Background: an optimization exercise with open tools, aiming at small area and a short achievable clock period. Do not read the settings as production practice. No functional check of the RTL was part of any run shown here. No driver is modelled on the clock port, so clocking that relies on it looks cheaper here than on a real chip. No activity file was given, so power comes from the tool's default toggle rates.

## design/flow/config.mk

```make
export PLATFORM = sky130hd
export DESIGN_NAME = frame_rx
export DESIGN_NICKNAME = frame_rx
export VERILOG_FILES = /design/flow/design.v
export SDC_FILE = /design/flow/constraint.sdc
export NUM_CORES = 4
export LEC_CHECK = 0
export CAP_MARGIN = 20
export CORE_MARGIN = 2
export CORE_UTILIZATION = 40
export PLACE_DENSITY = 0.6
export SETUP_SLACK_MARGIN = 3.1
export SLEW_MARGIN = 20
export SYNTH_HIERARCHICAL = 1
export SYNTH_MINIMUM_KEEP_SIZE = 0
```

## design/flow/constraint.sdc

```tcl
create_clock -name core_clock -period 5.0 [get_ports {clk}]
set_input_delay 1.0000 -clock core_clock [delete_from_list [all_inputs] [get_ports {clk}]]
set_output_delay 1.0000 -clock core_clock [all_outputs]
set_load 0.01 [all_outputs]
```

## design/flow/design.v

```verilog
module frame_rx (
    input  wire        clk,
    input  wire        rst,           
    input  wire        in_valid,
    input  wire [7:0]  in_byte,
    output reg         pl_valid,      
    output wire [7:0]  pl_byte,
    output reg         fr_valid,      
    output reg  [2:0]  fr_status,
    output wire [7:0]  fr_ver,
    output wire [7:0]  fr_type,
    output wire [7:0]  fr_seq,
    output wire [15:0] fr_len
);
    localparam [7:0]  SYNC = 8'hA5;
    localparam [16:0] WCNT_PRE = 17'h0788F;
    localparam [3:0] CNT_OVF = 4'd15;
    localparam [2:0] ST_OK        = 3'd0;
    localparam [2:0] ST_TOO_SHORT = 3'd1;
    localparam [2:0] ST_TRUNCATED = 3'd2;
    localparam [2:0] ST_OVERFLOW  = 3'd3;
    localparam [2:0] ST_BAD_SYNC  = 3'd4;
    localparam [2:0] ST_BAD_LEN   = 3'd5;
    localparam [2:0] ST_BAD_CRC   = 3'd6;
    function [15:0] crc_step;
        input [15:0] acc_in;
        input [7:0]  b;
        reg   [15:0] acc;
        integer      k;
        begin
            acc = acc_in ^ {b, 8'h00};
            for (k = 0; k < 8; k = k + 1) begin
                if (acc[15])
                    acc = {acc[14:0], 1'b0} ^ 16'h1021;
                else
                    acc = {acc[14:0], 1'b0};
            end
            crc_step = acc;
        end
    endfunction
    reg        first;      
    reg        is_code;    
    reg [7:0]  rem;
    reg        zpend;      
    reg [16:0] wcnt;       
    reg        full;       
    reg [3:0]  cnt;
    reg [15:0] pl_left;    
    reg        pl_zero;    
    reg [1:0]  tail;       
    reg        sync_ok;    
    reg [7:0]  d_ver, d_type, d_seq, d_len_lo, d_len_hi;
    reg [7:0]  b1;         
    reg [15:0] crc;        
    reg        crc_ok;     
    wire        in_z_hi, in_z_lo, in_z_31;
    frx_nor4 u_z_hi (.a(in_byte[7:4]), .y(in_z_hi));
    frx_nor4 u_z_lo (.a(in_byte[3:0]), .y(in_z_lo));
    frx_nor3 u_z_31 (.a(in_byte[3:1]), .y(in_z_31));
    wire        in_hz     = in_z_hi && in_z_31;    
    wire        in_nz     = !(in_z_hi && in_z_lo);
    wire [7:0]  in_xnor_crc;                       
    genvar gi;
    generate
        for (gi = 0; gi < 8; gi = gi + 1) begin : g_eq
            frx_xnor2 u_x (.a(in_byte[gi]), .b(crc[8+gi]), .y(in_xnor_crc[gi]));
        end
    endgenerate
    wire        in_ne_lo, in_ne_hi, in_eq_crc;     
    frx_nand4 u_ne_lo (.a(in_xnor_crc[3:0]), .y(in_ne_lo));
    frx_nand4 u_ne_hi (.a(in_xnor_crc[7:4]), .y(in_ne_hi));
    frx_nor2  u_eq    (.a(in_ne_lo), .b(in_ne_hi), .y(in_eq_crc));
    wire        take     = in_valid && (first || !full);
    wire        dec_cond = is_code ? (!first && zpend) : 1'b1;
    wire        dec_wr   = in_valid && dec_cond;
    wire [7:0]  dec_byte = is_code ? 8'h00 : in_byte;
    wire        hdr_done = (cnt >= 4'd6);      
    wire        in_pl    = hdr_done && !pl_zero;
    assign pl_byte = b1;
    assign fr_ver  = d_ver;
    assign fr_type = d_type;
    assign fr_seq  = d_seq;
    assign fr_len  = {d_len_hi, d_len_lo};
    reg  [2:0]  verdict;
    always @(*) begin
        if (first)                         verdict = ST_TOO_SHORT;
        else if (cnt == CNT_OVF)           verdict = ST_OVERFLOW;
        else if (!is_code)                 verdict = ST_TRUNCATED;
        else if (cnt != 4'd8)              verdict = ST_TOO_SHORT;
        else if (!sync_ok)                 verdict = ST_BAD_SYNC;
        else if (!pl_zero || tail != 2'd2) verdict = ST_BAD_LEN;
        else if (!crc_ok)                  verdict = ST_BAD_CRC;
        else                               verdict = ST_OK;
    end
    always @(posedge clk) begin
        if (rst) begin
            first    <= 1'b1;
            is_code  <= 1'b1;
            pl_valid <= 1'b0;
            fr_valid <= 1'b0;
        end else begin
            pl_valid <= dec_wr && in_nz && !full && in_pl;
            fr_valid <= in_valid && !in_nz;
            if (in_valid) begin
                first   <= !in_nz;
                is_code <= !in_nz || (is_code ? in_hz : (rem == 8'd2));
            end
        end
    end
    always @(posedge clk) begin
        fr_status <= verdict;
        if (in_valid)
            rem <= is_code ? in_byte : rem - 8'd1;
        if (take) begin
            wcnt <= first ? 17'd0 : {wcnt[15:0], ~(wcnt[16] ^ wcnt[13])};
            full <= !first && (wcnt == WCNT_PRE);
        end
        if (in_valid && is_code)
            zpend <= (in_byte != 8'hFF);
        if (in_valid && first)
            cnt <= 4'd0;
        else if (in_valid && full)
            cnt <= CNT_OVF;
        else if (dec_wr && !cnt[3])
            cnt <= cnt + 4'd1;
        case (cnt)
            4'd0: sync_ok  <= !is_code && (in_byte == SYNC);
            4'd1: d_ver    <= dec_byte;
            4'd2: d_type   <= dec_byte;
            4'd3: d_seq    <= dec_byte;
            4'd4: d_len_lo <= dec_byte;
            4'd5: d_len_hi <= dec_byte;
            default: ;
        endcase
        if (dec_wr) begin
            b1     <= dec_byte;
            crc_ok <= (is_code ? (crc[15:8] == 8'd0) : in_eq_crc) &&
                      (crc[7:0] == b1);
            if (cnt < 4'd2)
                crc <= 16'hFFFF;
            else
                crc <= crc_step(crc, b1);
            if (cnt == 4'd5) begin
                pl_left <= {dec_byte, d_len_lo};
                pl_zero <= is_code && (d_len_lo == 8'd0);
                tail    <= 2'd0;
            end else if (in_pl) begin
                pl_left <= pl_left - 16'd1;
                pl_zero <= (pl_left == 16'd1);
            end else if (hdr_done && tail != 2'd3) begin
                tail <= tail + 2'd1;
            end
        end
    end
endmodule
module frx_nor4 (
    input  wire [3:0] a,
    output wire       y
);
    assign y = ~|a;
endmodule
module frx_nor3 (
    input  wire [2:0] a,
    output wire       y
);
    assign y = ~|a;
endmodule
module frx_xnor2 (
    input  wire a,
    input  wire b,
    output wire y
);
    assign y = a ~^ b;
endmodule
module frx_nand4 (
    input  wire [3:0] a,
    output wire       y
);
    assign y = ~&a;
endmodule
module frx_nor2 (
    input  wire a,
    input  wire b,
    output wire y
);
    assign y = ~(a | b);
endmodule
```

## design/flow/flow/run.sh

```bash
#!/bin/bash
# Standard layout (the standard.sh, standard synthesis unchanged) with:
#  - the port buffers inserted as the smallest buffer cell;
#  - a one-level clock tree built by flow/manual_cts.tcl before clock tree
#    synthesis (the clock port drives four buffers, each driving a quarter of
#    the registers).
# Every tool's output goes to standard.log.
here=$(pwd)
bash standard.sh "BUFFER_PORTS_ARGS=-buffer_cell sky130_fd_sc_hd__buf_1" \
  "PRE_CTS_TCL=$here/flow/manual_cts.tcl" \
  finish > standard.log 2>&1
```

## design/flow/flow/manual_cts.tcl

```tcl
# Clock tree, sourced before ORFS's clock tree synthesis (PRE_CTS_TCL).
# The clock port drives four clock buffers; each drives the clock pins of a
# quarter of the registers, split by their placed position (two halves by x,
# each split in two by y), and sits at their centroid. Every register's clock
# passes through exactly one buffer, so all arrive together. TritonCTS then
# finds no unbuffered clock net and leaves the tree as it is.
set cts_buf sky130_fd_sc_hd__clkbuf_16
if { [info exists ::env(MANUAL_CTS_BUF)] } { set cts_buf $::env(MANUAL_CTS_BUF) }
set block [ord::get_db_block]
set clknet [[$block findBTerm clk] getNet]
set sinks {}
foreach it [$clknet getITerms] {
  set inst [$it getInst]
  set loc [$inst getLocation]
  lappend sinks [list [lindex $loc 0] [lindex $loc 1] "[$inst getName]/[[$it getMTerm] getName]"]
}
puts "manual_cts: [llength $sinks] clock sinks, buffer $cts_buf"
set xs [lsort -integer -index 0 $sinks]
set half [expr {[llength $xs] / 2}]
set groups {}
foreach g [list [lrange $xs 0 [expr {$half - 1}]] [lrange $xs $half end]] {
  set ys [lsort -integer -index 1 $g]
  set h [expr {[llength $ys] / 2}]
  lappend groups [lrange $ys 0 [expr {$h - 1}]]
  lappend groups [lrange $ys $h end]
}
set dbu [$block getDbUnitsPerMicron]
set k 0
foreach g $groups {
  set sx 0
  set sy 0
  set pins {}
  foreach s $g {
    incr sx [lindex $s 0]
    incr sy [lindex $s 1]
    lappend pins [sta::find_pin [lindex $s 2]]
  }
  set cx [expr {double($sx) / [llength $g] / $dbu}]
  set cy [expr {double($sy) / [llength $g] / $dbu}]
  insert_buffer -buffer_cell $cts_buf -net [$clknet getName] -load_pins $pins \
    -location [list $cx $cy] -buffer_name clkbuf_m$k -net_name clknet_m$k
  puts "manual_cts: clkbuf_m$k drives [llength $g] sinks at ($cx, $cy)"
  incr k
}
foreach n [$block getNets] {
  if { [string match clknet_m* [$n getName]] } { $n setSigType CLOCK }
}
$clknet setSigType CLOCK
detailed_placement
set_propagated_clock [all_clocks]
```

## design/flow/standard.sh

```bash
#!/bin/bash
# synth_recipe.tcl (not shown) runs the flow's synth.tcl, then flattens the netlist and writes it again
# the make line also repeats each setting of config.mk as NAME=value (left out here)
make -C /OpenROAD-flow-scripts/flow DESIGN_CONFIG=/design/flow/config.mk WORK_HOME=/design/flow/orfs CLKGATE_MAP_FILE= SYNTH_SCRIPT=/design/flow/synth_recipe.tcl "${@:-finish}"
```

==> summary.md, run 1 <==
The flow ran to the end and the layout has no timing, DRC or antenna violations. The logic gate share of total power was 0.174; the number of routed nets with antenna violations was 0. In the layout the commonest cells are 112 x sky130_fd_sc_hd__edfxtp_1, 57 x sky130_fd_sc_hd__buf_1, 43 x sky130_fd_sc_hd__xnor2_1. Reg-to-reg startpoint: pl_left[0]. The clock reaches the later pin of the worst-skew pair after 170 ps. The number of cells on the worst reg-to-reg path is 4. Timing would allow up to 536 MHz.

The time the final worst path needs with I/O delays and setup is 1870 ps. The final number of max-transition violations is 0, and the pin count of the biggest net entering global routing is 32. Number of antenna violations at the first check in global routing: 0.

The worst hold path belongs to the class flip-flop to flip-flop. The register-to-register setup slack was 3180 ps; the final count of hold timing violations was 0. In the final design database the tool counted 522 nets. The actual slew at the worst max-slew pin came out at 504 ps. IR analysis of the VDD net gives a maximum drop of 0.000257 V.

Counting distinct cell types in the post-synthesis netlist gives 47. In the final timing run, aggregate negative setup slack is 0 ps. Share of post-route cells with drive strength above 1: 0.136.

The tools report the count of placed standard cells in the final layout, fillers left out as 675. The startpoint identified for the worst hold timing path is cnt[0]. The number of nets handed over by synthesis was 443.

Traced cell by cell, the critical path runs through buf_1, nor2b_2, and3_1. In this run the worst path has a maximum fanout of 8. The tools report the part of the power in the clock network as 0.191. STA classifies the critical path startpoint as an input port. After clock tree synthesis, the clock-pin slew on the worst setup and hold paths is 120 ps.

Final clock period utilization by the worst path: 0.373. Hold repair after CTS inserted 0 buffers. The tools report the aggregate global-route resource usage as 0.162.

The biggest cell delay along the critical path is 420 ps. The worst register-to-register path ends at pl_zero. The analysis attributes to cell leakage a power of 0.00208 uW. The run gives 0 as the setup violation total in the final timing report.

The slowest stage of the critical path is the sky130_fd_sc_hd__nor2b_2 cell. The die covers 14700 um2. The logs give 519 uW for the net switching component of the power and 0 for the total DRC errors in the routed layout.

The number of I/O pins was 64; the sequential share of the synthesized area was 0.650. The core region is 13300 um2. Dividing the detail-routed via count by the number of cells gives 5.16. Before antenna repair, the detailed router went through 4 iterations.

The starting utilization of the core area was 0.413; the fraction of registers with async set/reset was 0. Counting flops with a built-in enable in the synthesized netlist gives 112. The internal portion of the total power is 1530 uW. The most common cell after layout, fill and taps aside was sky130_fd_sc_hd__edfxtp_1. Across the whole layout, storage elements account for 3590 um2.

The kind of end point of the critical path is a flip-flop. Between clock sinks in the finished design, the worst skew comes to 15.7 ps. After detailed routing, the average wire length per cell comes to 17.8 um. The number of buffer cells added on primary ports works out to 63.

The predominant post-synthesis flop cell was sky130_fd_sc_hd__edfxtp_1. The total of warnings raised by yosys is 7, and the sum of net half-perimeters after detailed placement is 8.10 mm. The final layout contains routed wiring with a total length of 12.0 mm.

The layout has 1180 filler cells. Switching share of power: 0.253. The placement row count is 42. The congestion estimate from routability-driven global placement came to 0.801. The height of the die is 121 um.

The logs give 18.9 mm for the wire length of the first global-routing pass and 0 for the total congestion overflow. The area growth from synthesis to layout is 16.3%. The number of cells traversed by the worst hold path is 2. For the utilization after layout, the log shows 0.480.

By startpoint and endpoint, the worst setup path is classified as input port to flip-flop. Setup repair after global routing could not meet its margin everywhere. The number of cells produced by synthesis was 422; the power share of the sequential group was 0.635. The number of flip-flops and latches in the synthesized netlist came out at 123. The mapped netlist covers 5510 um2. For the number of max-capacitance violations reported, the log shows 0.

For the worst setup path, the data required time is 5050 ps. For the normalized max-slew margin, the log shows 0.663. The critical path starts at in_byte[5].

The worst hold path endpoint is cnt[3]. The logs give 1920 ps for the data arrival time of the critical path and 0 for the number of diodes added for antenna fixing. The first routing iteration left 243 violations. For this design the ratio of total power to cell area is 320 nW/um2. The number of global-route vias before repair is 3491, and the number of instances in the placed design is 650.

Summing all multi-input logic gate instances after layout gives 1960 um2. The via count was 3480. The die span in x came out at 121 um. Averaged over all synthesized cells, the footprint is 13.1 um2.
## per-layer routing
| layer | GRT usage | vias to the layer above | part of all wire |
|---|---|---|---|
| met5 | 0 | - | 0 |
| met4 | 0.0180 | 0 | 0.011 |
| met2 | 0.270 | 77 | 0.48 |
| li1 | - | 1675 | - |
| met1 | 0.235 | 1721 | 0.47 |
| met3 | 0.0197 | 7 | 0.045 |
## through the flow
stage / instance area (um2) / setup WS [ps] / hold WS, ps / total power (uW)
after floorplan: 5570 / 3090 / 526 / 1550
after detailed placement: 5970 / 2450 / 557 / 1650
after global routing: 6410 / 3020 / 615 / 2140
after global placement: 5970 / 2540 / 546 / 1640
after CTS: 6210 / 3020 / 573 / 2050
final: 6410 / 3130 / 578 / 2050
## critical path, delay by kind of cell
family,cells,cell delay (ps)
buf+inv,1,270
simple gates,2,640
## Yosys stat by module (local to each module, per instance)
module     times used  cells
frame_rx            1    408
frx_nand4           2      1
frx_nor2            1      1
frx_nor3            1      1
frx_nor4            2      1
frx_xnor2           8      1
## synth_stat cells (all sizes together) (2+ instances only)
cell type,instances,area (um2)
or4b,2,20.0
nor3,6,40.0
xor2,17,149
inv,14,52.6
and3,5,31.3
or4,2,18.8
nand3,6,30.0
dfxtp,11,220
buf,3,15.0
clkbuf,9,33.8
o21ai,21,109
or3,2,12.5
nand2b,2,12.5
nor2,22,82.6
xnor2,43,377
edfxtp,112,3360
and2,3,18.8
o41ai,2,17.5
or2,4,25.0
nand4b,3,26.3
nand3b,4,30.0
a31oi,5,31.3
nand2,41,156
nand4,8,50.1
ha,10,125
nor2b,24,150
nor4,13,121
nor4b,2,17.5
a21oi,15,75.1
## cell type report, without the clock buffers
cell class | instances | share of cell area
flip-flops and latches | 123 | 0.560
multi-input cells | 273 | 0.306
repair buffers | 83 | 0.0718
well taps | 176 | 0.0344
inverters | 14 | 0.00937
repair inverters | 2 | 0.00234
## cell families (layout without fill, tap and decap cells)
logic type,count (synthesis),count (layout),share of synthesized area
compound gates,49,49,0.0509
buf+inv,26,103,0.0184
mux,1,1,0.00182
xor+xnor,60,60,0.0954
flops,123,123,0.650
simple gates,153,153,0.161
fa+ha+maj,10,10,0.0227
## registers in the layout, summed over array words and instances, names as in the netlist, 2 cells and up
| name | flops |
|---|---|
| b1 | 8 |
| cnt | 4 |
| crc | 16 |
| d_len_hi | 8 |
| d_len_lo | 8 |
| d_seq | 8 |
| d_type | 8 |
| d_ver | 8 |
| fr_status | 3 |
| pl_left | 16 |
| rem | 8 |
| tail | 2 |
| wcnt | 17 |
## worst max-delay path by stage
stage / to / slack, ps / cells past startpoint
after global placement: pl_left[14] / 2540 / 4
final: sync_ok / 3130 / 3
after global routing: pl_left[13] / 3020 / 4
after CTS: pl_left[14] / 3020 / 4
after floorplan: b1[0] / 3090 / 3
after detailed placement: pl_left[6] / 2450 / 5
## power by group through the flow
stage	Combinational [uW]	Clock, uW	Sequential [uW]
after global placement	321	0	1320
after floorplan	238	0	1310
final	358	391	1300
after CTS	345	403	1300
after detailed placement	328	0	1330
after global routing	398	431	1320
## what timing repair did
action,4_1_cts,5_1_grt
cloned,2,0
resized for setup,18,18
setup endpoints to repair,135,45
setup buffers,5,14
pin swaps,0,2
==> run 2: changes to the inputs <==
--- a/design/flow/design.v
+++ b/design/flow/design.v
@@ -14,7 +14,6 @@
 );
     localparam [7:0]  SYNC = 8'hA5;
     localparam [16:0] WCNT_PRE = 17'h0788F;
-    localparam [3:0] CNT_OVF = 4'd15;
     localparam [2:0] ST_OK        = 3'd0;
     localparam [2:0] ST_TOO_SHORT = 3'd1;
     localparam [2:0] ST_TRUNCATED = 3'd2;
@@ -44,7 +43,8 @@
     reg        zpend;      
     reg [16:0] wcnt;       
     reg        full;       
-    reg [3:0]  cnt;
+    reg        ovf;        
+    reg [3:0]  cnt;        
     reg [15:0] pl_left;    
     reg        pl_zero;    
     reg [1:0]  tail;       
@@ -70,12 +70,20 @@
     frx_nand4 u_ne_lo (.a(in_xnor_crc[3:0]), .y(in_ne_lo));
     frx_nand4 u_ne_hi (.a(in_xnor_crc[7:4]), .y(in_ne_hi));
     frx_nor2  u_eq    (.a(in_ne_lo), .b(in_ne_hi), .y(in_eq_crc));
-    wire        take     = in_valid && (first || !full);
+    wire        take;
+    frx_and2 u_take (.a(in_valid), .b(first || !full), .y(take));
     wire        dec_cond = is_code ? (!first && zpend) : 1'b1;
-    wire        dec_wr   = in_valid && dec_cond;
+    wire        dec_wr;
+    frx_and2 u_dec_wr (.a(in_valid), .b(dec_cond), .y(dec_wr));
     wire [7:0]  dec_byte = is_code ? 8'h00 : in_byte;
-    wire        hdr_done = (cnt >= 4'd6);      
+    wire        hdr_done = (cnt >= 4'd6);
     wire        in_pl    = hdr_done && !pl_zero;
+    wire        pl_load  = (cnt == 4'd5);
+    wire        pl_en, tail_en;
+    frx_and2 u_pl_en (.a(in_valid), .b(dec_cond && (pl_load || in_pl)), .y(pl_en));
+    frx_and2 u_tail_en (.a(in_valid),
+                        .b(dec_cond && (pl_load || (hdr_done && !in_pl && tail != 2'd3))),
+                        .y(tail_en));
     assign pl_byte = b1;
     assign fr_ver  = d_ver;
     assign fr_type = d_type;
@@ -84,7 +92,7 @@
     reg  [2:0]  verdict;
     always @(*) begin
         if (first)                         verdict = ST_TOO_SHORT;
-        else if (cnt == CNT_OVF)           verdict = ST_OVERFLOW;
+        else if (ovf)                      verdict = ST_OVERFLOW;
         else if (!is_code)                 verdict = ST_TRUNCATED;
         else if (cnt != 4'd8)              verdict = ST_TOO_SHORT;
         else if (!sync_ok)                 verdict = ST_BAD_SYNC;
@@ -115,13 +123,13 @@
             wcnt <= first ? 17'd0 : {wcnt[15:0], ~(wcnt[16] ^ wcnt[13])};
             full <= !first && (wcnt == WCNT_PRE);
         end
+        if (in_valid)
+            ovf <= !first && (ovf || full);
         if (in_valid && is_code)
             zpend <= (in_byte != 8'hFF);
         if (in_valid && first)
             cnt <= 4'd0;
-        else if (in_valid && full)
-            cnt <= CNT_OVF;
-        else if (dec_wr && !cnt[3])
+        else if (dec_wr && cnt != 4'd8)
             cnt <= cnt + 4'd1;
         case (cnt)
             4'd0: sync_ok  <= !is_code && (in_byte == SYNC);
@@ -140,17 +148,18 @@
                 crc <= 16'hFFFF;
             else
                 crc <= crc_step(crc, b1);
-            if (cnt == 4'd5) begin
+        end
+        if (pl_en) begin
+            if (pl_load) begin
                 pl_left <= {dec_byte, d_len_lo};
                 pl_zero <= is_code && (d_len_lo == 8'd0);
-                tail    <= 2'd0;
-            end else if (in_pl) begin
+            end else begin
                 pl_left <= pl_left - 16'd1;
                 pl_zero <= (pl_left == 16'd1);
-            end else if (hdr_done && tail != 2'd3) begin
-                tail <= tail + 2'd1;
             end
         end
+        if (tail_en)
+            tail <= pl_load ? 2'd0 : tail + 2'd1;
     end
 endmodule
 module frx_nor4 (
@@ -185,3 +194,10 @@
 );
     assign y = ~(a | b);
 endmodule
+module frx_and2 (
+    input  wire a,
+    input  wire b,
+    output wire y
+);
+    assign y = a & b;
+endmodule
==> summary.md, run 2 <==
In this run, synthesis produced a sequential element count of 124. STA classifies the critical path endpoint as a flip-flop. After legalization and detailed placement, the total HPWL measured 7.72 mm. The synthesized area was 5560 um2. In the layout the commonest cells are 113 x sky130_fd_sc_hd__edfxtp_1, 54 x sky130_fd_sc_hd__buf_1, 44 x sky130_fd_sc_hd__nand2_1. At the pin with the least slew margin, the transition time is 491 ps. Power spread over the standard cell area amounts to 291 nW/um2. After global routing the overflow that remains totals 0. Launch point of the worst hold path: ovf. The logs give 3477 for the via count and 17.9 mm for the wire length of the first global-routing pass.

The run gives 531 ps as the worst slack on hold paths. Dividing the detail-routed wire length by the instance count gives 17.1 um. For the setup violation total in the final timing report, the log shows 0.

In this run the remaining antenna-violating nets after routing total 0. The peak ir drop on the vdd network is 0.000186 V. The die is 122 um wide.

At the worst endpoint, the arrival time is 1740 ps. Entering global routing, the biggest net connects 35 pins. For the worst-skew pair, the clock arrives at the later sink with an insertion delay of 180 ps. Clock-pin slew was measured on the worst setup and hold paths at 120 ps. The path with the worst hold slack has its endpoint at fr_status[0]. wcnt holds more flip-flops than any other register. The largest registers in the layout are wcnt (17), crc (16), pl_left (16).

Leaving out fill and tap cells, the most frequent cell in the layout is sky130_fd_sc_hd__edfxtp_1. After synthesis, the most frequently instantiated cells are 113 x sky130_fd_sc_hd__edfxtp_1, 44 x sky130_fd_sc_hd__nand2_1, 44 x sky130_fd_sc_hd__xnor2_1. The number of diodes added for antenna fixing is 0.

Most frequent cell after synthesis: sky130_fd_sc_hd__edfxtp_1. At the end of routability-driven placement, the weighted congestion stood at 0.803. The final clock period utilization by the worst path came out at 0.373.

Between clock sinks in the finished design, the worst skew comes to 12.9 ps. The run gives 43 as the placement row count. The type of the tightest min-delay check was flip-flop to flip-flop. After detailed routing, the number of remaining DRC violations is 0. The fraction of registers with async set/reset works out to 0. The number of cells traversed by the worst hold path was 2. The timing-limited maximum frequency was 536 MHz; the first-pass iteration count of the detailed router was 6. The starting utilization of the core area is 0.405, and the synthesized area divided by synthesized cell count is 13.0 um2. Synthesis handed over a netlist of 428 instances.

When the netlist entered floorplanning its net count stood at 449. In this run the worst path has a maximum fanout of 17. Port buffering added 63 buffers. In this run the standard cell core region covers 13700 um2.

At the worst endpoint, the required time is 4880 ps. The critical path is of the input port to flip-flop type. The flow ran to the end and the layout has no timing, DRC or antenna violations.

The tools report the total of warnings raised by yosys as 7. Setup repair after global routing could not meet its margin everywhere. For this run, the post-layout net count is 530.

The share of Yosys cell area claimed by the top area cell type was 0.610; the register-to-register setup slack was 3180 ps. The worst register-to-register path ends at pl_left[14]. From synthesis to final layout, the design area changed by 16.0%. The sequential share of the synthesized area came out at 0.650.

The normalized max-slew margin was 0.672; the number of global-route vias before repair was 3311. The unique cell type count in the Yosys netlist was 45. The height of the die was 122 um.

Sorting the synthesized cells by area gives the leading types as sky130_fd_sc_hd__edfxtp_1 61%, sky130_fd_sc_hd__xnor2_1 6.9%, sky130_fd_sc_hd__dfxtp_1 4.0%. The die covers 14900 um2. The run gives 64 as the number of I/O pins. The tools report the reg-to-reg startpoint as pl_left[0]. The leakage power was 0.00205 uW.

The register with the most flip-flops in the layout has 17 of them. The final count of hold timing violations was 0. For the aggregate global-route resource usage, the log shows 0.152. After the first detailed-routing iteration, the DRC count stood at 264.

The sum of negative setup slack was 0 ps. Of all cell types, the one taking the most synthesized area is sky130_fd_sc_hd__edfxtp_1. Number of antenna violations at the first check in global routing: 0. The tools report the kind of start point of the critical path as an input port. The time the final worst path needs with I/O delays and setup is 1870 ps, and the routed wire length is 11.7 mm. For the worst flop-to-flop path, the logic depth is 6. The run gives 0 as the final number of max-transition violations. For this run, the leading register cell type out of synthesis is sky130_fd_sc_hd__edfxtp_1.

Across the run, the number of max-cap violations was 0. The share of post-route cells with drive strength above 1 is 0.146, and the average via count per standard cell is 5.06. In this run, synthesis inferred 113 flip-flops with an integrated enable.
==> run 2: changes by cell type after synthesis, sizes merged, moves of 2 or more <==
| cell | before | now |
|---|---|---|
| nand3 | 6 | 8 |
| nor2 | 22 | 29 |
| and2 | 3 | 8 |
| a21oi | 15 | 9 |
| nand2 | 41 | 45 |
| a21boi | 0 | 2 |
| and3 | 5 | 1 |
| nor4 | 13 | 11 |
==> run 2: critical path, cell delays in order <==
cell and delay (ps):
sky130_fd_sc_hd__buf_2 300, sky130_fd_sc_hd__and2_4 230, sky130_fd_sc_hd__buf_4 210
==> run 2: layout make-up, without the clock buffers <==
| class | instances | area (um2) |
|---|---|---|
| timing repair buffer | 83 | 458 |
| sequential | 124 | 3620 |
| multi-input combinational | 282 | 1980 |
| tap | 180 | 225 |
| fill | 1266 | 7270 |
| timing repair inverter | 1 | 7.51 |
| inverter | 13 | 52.6 |
==> run 2: worst max path at each step <==
| stage | endpoint | start | slack [ps] |
|---|---|---|---|
| 6_report | crc[9] | in_valid | 3130 |
| 4_1_cts | cnt[1] | is_code | 2840 |
| 3_5_place_dp | wcnt[5] | in_valid | 2360 |
| 5_1_grt | pl_left[14] | pl_left[0] | 3040 |
| 3_3_place_gp | wcnt[7] | in_valid | 2410 |
| 2_1_floorplan | full | in_valid | 3140 |
==> run 2: per-stage QoR <==
stage | util | power [uW] | setup WS, ps | instance area [um2] | cells
6_report | 0.470 | 1870 | 3130 | 6450 | 687
5_1_grt | 0.470 | 1950 | 3040 | 6450 | 687
4_1_cts | 0.452 | 1880 | 2840 | 6200 | 671
3_5_place_dp | 0.437 | 1480 | 2360 | 5990 | 662
3_3_place_gp | 0.437 | 1480 | 2410 | 5990 | 662
2_1_floorplan | - | 1400 | 3140 | 5560 | 428
==> run 2: repair_timing <==
action                                  CTS  global route
hold buffers                              0             0
endpoints found under the setup margin  140            87
setup buffers                             3            16
pin swaps                                 1            11
gates resized for setup                  28            28
endpoints found under the hold margin     0             0
cloned                                    2             0
==> run 2: report_power, final <==
part / total (uW) / internal (uW) / switching [uW]
Sequential: 1250 / 1200 / 46.7
Combinational: 229 / 92.7 / 136
Clock: 398 / 149 / 248
==> run 2: cells by family (layout without fill, tap and decap cells) <==
kind of cell | Yosys count | count (layout) | synth area share
simple gates | 167 | 168 | 0.171
compound gates | 42 | 42 | 0.0428
flops | 124 | 124 | 0.650
fa+ha+maj | 10 | 10 | 0.0225
xor+xnor | 61 | 61 | 0.0961
mux | 1 | 1 | 0.00180
buf+inv | 23 | 101 | 0.0155
==> run 2: routing by layer <==
layer  GRT usage  wire length (um)  vias to the layer above
met5           0                 0                        -
met4      0.0194               178                        0
met3     0.00796               397                       10
met2       0.264              5810                       73
met1       0.217              5330                     1697
li1            -                 -                     1697
==> run 2: per-module statistics from Yosys (local to each module, per instance), a selection <==
| module | copies in the design | area [um2] | flops+latches |
|---|---|---|---|
| frame_rx | 1 | 5410 | 124 |
| frx_nor3 | 1 | 10.0 | 0 |
| frx_xnor2 | 8 | 8.76 | 0 |
| frx_and2 | 4 | 6.26 | 0 |
| frx_nand4 | 2 | 6.26 | 0 |
| frx_nor2 | 1 | 3.75 | 0 |
==> run 3: changes to the inputs <==
--- a/design/flow/config.mk
+++ b/design/flow/config.mk
@@ -7,8 +7,8 @@
 export LEC_CHECK = 0
 export CAP_MARGIN = 20
 export CORE_MARGIN = 2
-export CORE_UTILIZATION = 40
-export PLACE_DENSITY = 0.6
+export CORE_UTILIZATION = 55
+export PLACE_DENSITY = 0.7
 export SETUP_SLACK_MARGIN = 3.1
 export SLEW_MARGIN = 20
 export SYNTH_HIERARCHICAL = 1
==> summary.md, run 3 <==
Traced cell by cell, the critical path runs through buf_4, xnor2_1, nand4_1, nor2_1, nor2b_1, a31oi_1, nor3_2. The tools report the launch point of the worst hold path as ovf. Measured along the y axis, the die boundary spans 105 um. Reg-to-reg startpoint: pl_left[3]. Clock skew on the completed layout was measured at 13.0 ps. The type of the setup path with the least slack was input port to flip-flop. The run gives 419 uW as the net switching component of the power.

After layout, the design draws a total of 1860 uW. The number of synthesized flops with an enable pin was 113; the biggest cell delay along the critical path was 210 ps. The aggregate global-route resource usage is 0.194.

The data required time of the worst path was 5000 ps; the number of cells on the worst reg-to-reg path was 3. The logs give 0 for the total congestion overflow and 45 for the unique cell type count in the Yosys netlist. The cell count after synthesis came out at 428. Sequential share of the synthesized area: 0.650. For this run, design rule violations remaining after detail routing come to 0. The number of antenna violations at the first check in global routing is 0.

The actual slew at the worst max-slew pin was 649 ps. The logs give 170 ps for the clock latency on the worst-skew pair and 7 for the total of warnings raised by yosys. After the last flow step, the layout net total stands at 524. The layout filler cell count is 768.

By count the netlist is led by 113 x sky130_fd_sc_hd__edfxtp_1, 44 x sky130_fd_sc_hd__nand2_1, 44 x sky130_fd_sc_hd__xnor2_1. Across all setup checks in the final design, the least slack found is 3080 ps. Among all cell types in the netlist, the one instantiated most often is sky130_fd_sc_hd__edfxtp_1. The share of post-route cells with drive strength above 1 works out to 0.136. In this run the worst path has a maximum fanout of 6. Data arrives at the worst endpoint at 1920 ps. The final number of max-transition violations came out at 0. The wire length of the first global-routing pass is 17.3 mm.

Subtracting the final worst setup slack from the clock period gives 1920 ps. Setup repair after global routing could not meet its margin everywhere. Internal power comes to 1440 uW. The predominant post-synthesis flop cell is sky130_fd_sc_hd__edfxtp_1. After clock tree synthesis, the clock-pin slew on the worst setup and hold paths is 120 ps. 0 antenna diodes ended up in the layout. The tools report the leakage power as 0.00203 uW. The tools report the final count of hold timing violations as 0.

The kind of start point of the critical path was an input port. Largest register by flop count: wcnt. The logs give 3620 um2 for the sequential standard cell area and 3200 for the number of global-route vias before repair. Leaving out fill and tap cells, the most frequent cell in the layout is sky130_fd_sc_hd__edfxtp_1.

Worst hold path endpoint: fr_status[0]. The share of Yosys cell area claimed by the top area cell type is 0.610. The logic gate share of total power was 0.122; the part of the power in the clock network was 0.209. The tools report the setup violation total in the final timing report as 0.

In this run, synthesis produced a sequential element count of 124. On the critical path the largest part of the delay comes from simple AND/OR/NAND/NOR gates. The starting utilization of the core area was 0.569; the routability congestion estimate was 0.788.

The switching share of power was 0.225; the number of buffer cells added on primary ports was 63. Derived from the worst setup path, the maximum achievable clock frequency is 520 MHz. The register with the most flip-flops in the layout has 17 of them. The path class of the tightest hold or removal check is flip-flop to flip-flop. Dividing the detail-routed via count by the number of cells gives 5.41. Before CTS, the worst setup slack after placement is 2520 ps. For this run, the detailed router's first-pass iteration total came to 4. The number of I/O pins is 64, and the number of buffers inserted by hold repair at cts is 0. For this block, the routed nets add up to 10.9 mm of wire. For the final routed database, the setup TNS stands at 0 ps.

Counting instances, the worst hold path has a depth of 2. The register-to-register setup slack was 3160 ps; the area enclosed by the die boundary was 10900 um2. The run finished with no timing, DRC or antenna violations.

After detailed routing, the average wire length per cell comes to 17.2 um. In the final layout, the multi-input gates occupy 1980 um2. From synthesis to final layout, the design area changed by 14.4%. The largest registers in the layout are wcnt (17), crc (16), pl_left (16). The final clock period utilization by the worst path came out at 0.385.

Dividing the synthesized area by the synthesized cell count gives 13.0 um2. The synthesized area came out at 5560 um2. The region available for standard cell placement spans 9770 um2. Of all cell types, the one taking the most synthesized area is sky130_fd_sc_hd__edfxtp_1.

The number of logic stages on the critical path including buffering came out at 7. The tools report the violation count after the first detailed-route iteration as 183. The initialized floorplan defines 36 standard-cell rows. The sum of net half-perimeters after detailed placement is 7.32 mm. The slowest stage of the critical path is the sky130_fd_sc_hd__nor3_2 cell.

Number of max-capacitance violations reported: 0. In the layout the commonest cells are 113 x sky130_fd_sc_hd__edfxtp_1, 55 x sky130_fd_sc_hd__buf_1, 44 x sky130_fd_sc_hd__nand2_1. The die is 105 um wide. The logs give 0.669 for the power share of the sequential group and 35 for the pin count of the biggest net entering global routing. In the post-synthesis netlist, the biggest area contributors are sky130_fd_sc_hd__edfxtp_1 61%, sky130_fd_sc_hd__xnor2_1 6.9%, sky130_fd_sc_hd__dfxtp_1 4.0%. In this run the critical register-to-register path is captured at pl_left[7]. Synthesis produced a netlist with a net count of 449. The run gives 0.000242 V as the peak ir drop on the vdd network. STA classifies the critical path endpoint as a flip-flop. Across all layers, the routed design uses 3431 vias.

The fraction of registers with async set/reset was 0. In this run the power density over the cells is 293 nW/um2. The worst path buffer plus inverter count works out to 1. The normalized max-slew margin was 0.566; the number of routed nets with antenna violations was 0.
==> run 3: worst max path at each step <==
stage                           from  slack, ps          to
after floorplan             in_valid       3140        full
after CTS                   in_valid       2960  pl_left[1]
after global routing      in_byte[6]       3040      crc_ok
after global placement      in_valid       2610    wcnt[12]
after detailed placement    in_valid       2520     wcnt[0]
final                     in_byte[6]       3080      crc_ok
==> run 3: per-layer routing <==
metal | share of wire | track usage | wire, um | up-vias
li1 | - | - | - | 1680
met1 | 0.47 | 0.303 | 5090 | 1635
met2 | 0.46 | 0.305 | 5080 | 101
met3 | 0.050 | 0.0106 | 548 | 15
met4 | 0.020 | 0.0396 | 214 | 0
met5 | 0 | 0 | 0 | -
==> run 3: area by class of cell, without the clock buffers <==
type                            instances  area share
Tap cell                              133      0.0262
Multi-Input combinational cell        283       0.311
Inverter                               13     0.00826
Timing Repair inverter                  1     0.00118
Sequential cell                       124       0.570
Timing Repair Buffer                   76      0.0681
==> run 3: per-module statistics from Yosys (local to each module, per instance) <==
module     cell area [um2]  flops+latches
frame_rx              5410            124
frx_and2              6.26              0
frx_nand4             6.26              0
frx_nor2              3.75              0
frx_nor3              10.0              0
frx_nor4              12.5              0
frx_xnor2             8.76              0
==> run 3: stage by stage <==
stage / utilization / cells / hold WS [ps] / instance area, um2
after floorplan: - / 428 / 464 / 5560
after global placement: 0.607 / 615 / 525 / 5940
after detailed placement: 0.607 / 615 / 526 / 5940
after CTS: 0.637 / 626 / 556 / 6220
after global routing: 0.651 / 634 / 606 / 6360
final: 0.651 / 634 / 556 / 6360
==> run 3: worst min-delay path: cells and delay by family, from the launching register on <==
family / cells / cell delay [ps]
AND/OR/NAND/NOR: 2 / 140
flip-flops: 1 / 390
==> run 3: cells by family (layout without fill, tap and decap cells) <==
kind of cell,after synthesis,after routing,synth area share
and+or+nand+nor,167,169,0.171
DFF,124,124,0.650
xor gates and xnor gates,61,61,0.0961
AOI/OAI and AO/OA,42,42,0.0428
buffers and inverters,23,94,0.0155
adders and majority gates,10,10,0.0225
muxes,1,1,0.00180
==> run 3: timing repair <==
item | 4_1_cts | 5_1_grt
pin swaps | 11 | 4
hold endpoints to repair | 0 | 0
cloned | 2 | 1
setup endpoints to repair | 140 | 60
setup buffers | 5 | 7
gates resized for setup | 42 | 15
==> run 3: power groups by stage <==
| stage | Combinational [uW] | Sequential, uW | Clock (uW) |
|---|---|---|---|
| 2_1_floorplan | 138 | 1270 | 0 |
| 3_3_place_gp | 203 | 1270 | 0 |
| 3_5_place_dp | 207 | 1270 | 0 |
| 4_1_cts | 222 | 1250 | 395 |
| 5_1_grt | 252 | 1250 | 426 |
| 6_report | 226 | 1250 | 390 |

==> afterwards: timing with drivers on the ports <==
The flow's constraints put no driver on any port. The routed layouts listed below were extracted and timed again, unchanged, in two steps. Step 1 (the two cells are an assumption about what drives the block):
set clk [get_ports {clk}]
set_driving_cell -lib_cell sky130_fd_sc_hd__clkbuf_16 $clk
set_driving_cell -lib_cell sky130_fd_sc_hd__buf_2 [delete_from_list [all_inputs] $clk]
Step 2, shift: input delay + t, output delay - t, t = (earliest + latest rising clock arrival at the registers) / 2. This alone moves slack from input paths to output paths. Slacks: no drivers / after step 1 / after step 2; pairs: no drivers / after step 1.
| run | t, ns | setup WS [ns] | slew at the worst register clock pin (ns) | worst data-port slew with drivers (ns) | cell pins on the clock port's net |
|---|---|---|---|---|---|
| run 1 | 0.251 | 3.134 / 3.096 / 2.942 | 0.12 / 0.12 | 0.03 | 4 |
| run 2 | 0.256 | 3.135 / 3.064 / 2.944 | 0.12 / 0.12 | 0.06 | 4 |
| run 3 | 0.249 | 3.076 / 3.095 / 2.885 | 0.12 / 0.12 | 0.06 | 4 |
After both steps every run listed still meets setup and hold. For run 1, which loses most, drivers alone change the setup slack by -0.038 ns; drivers and shift together by -0.192 ns.
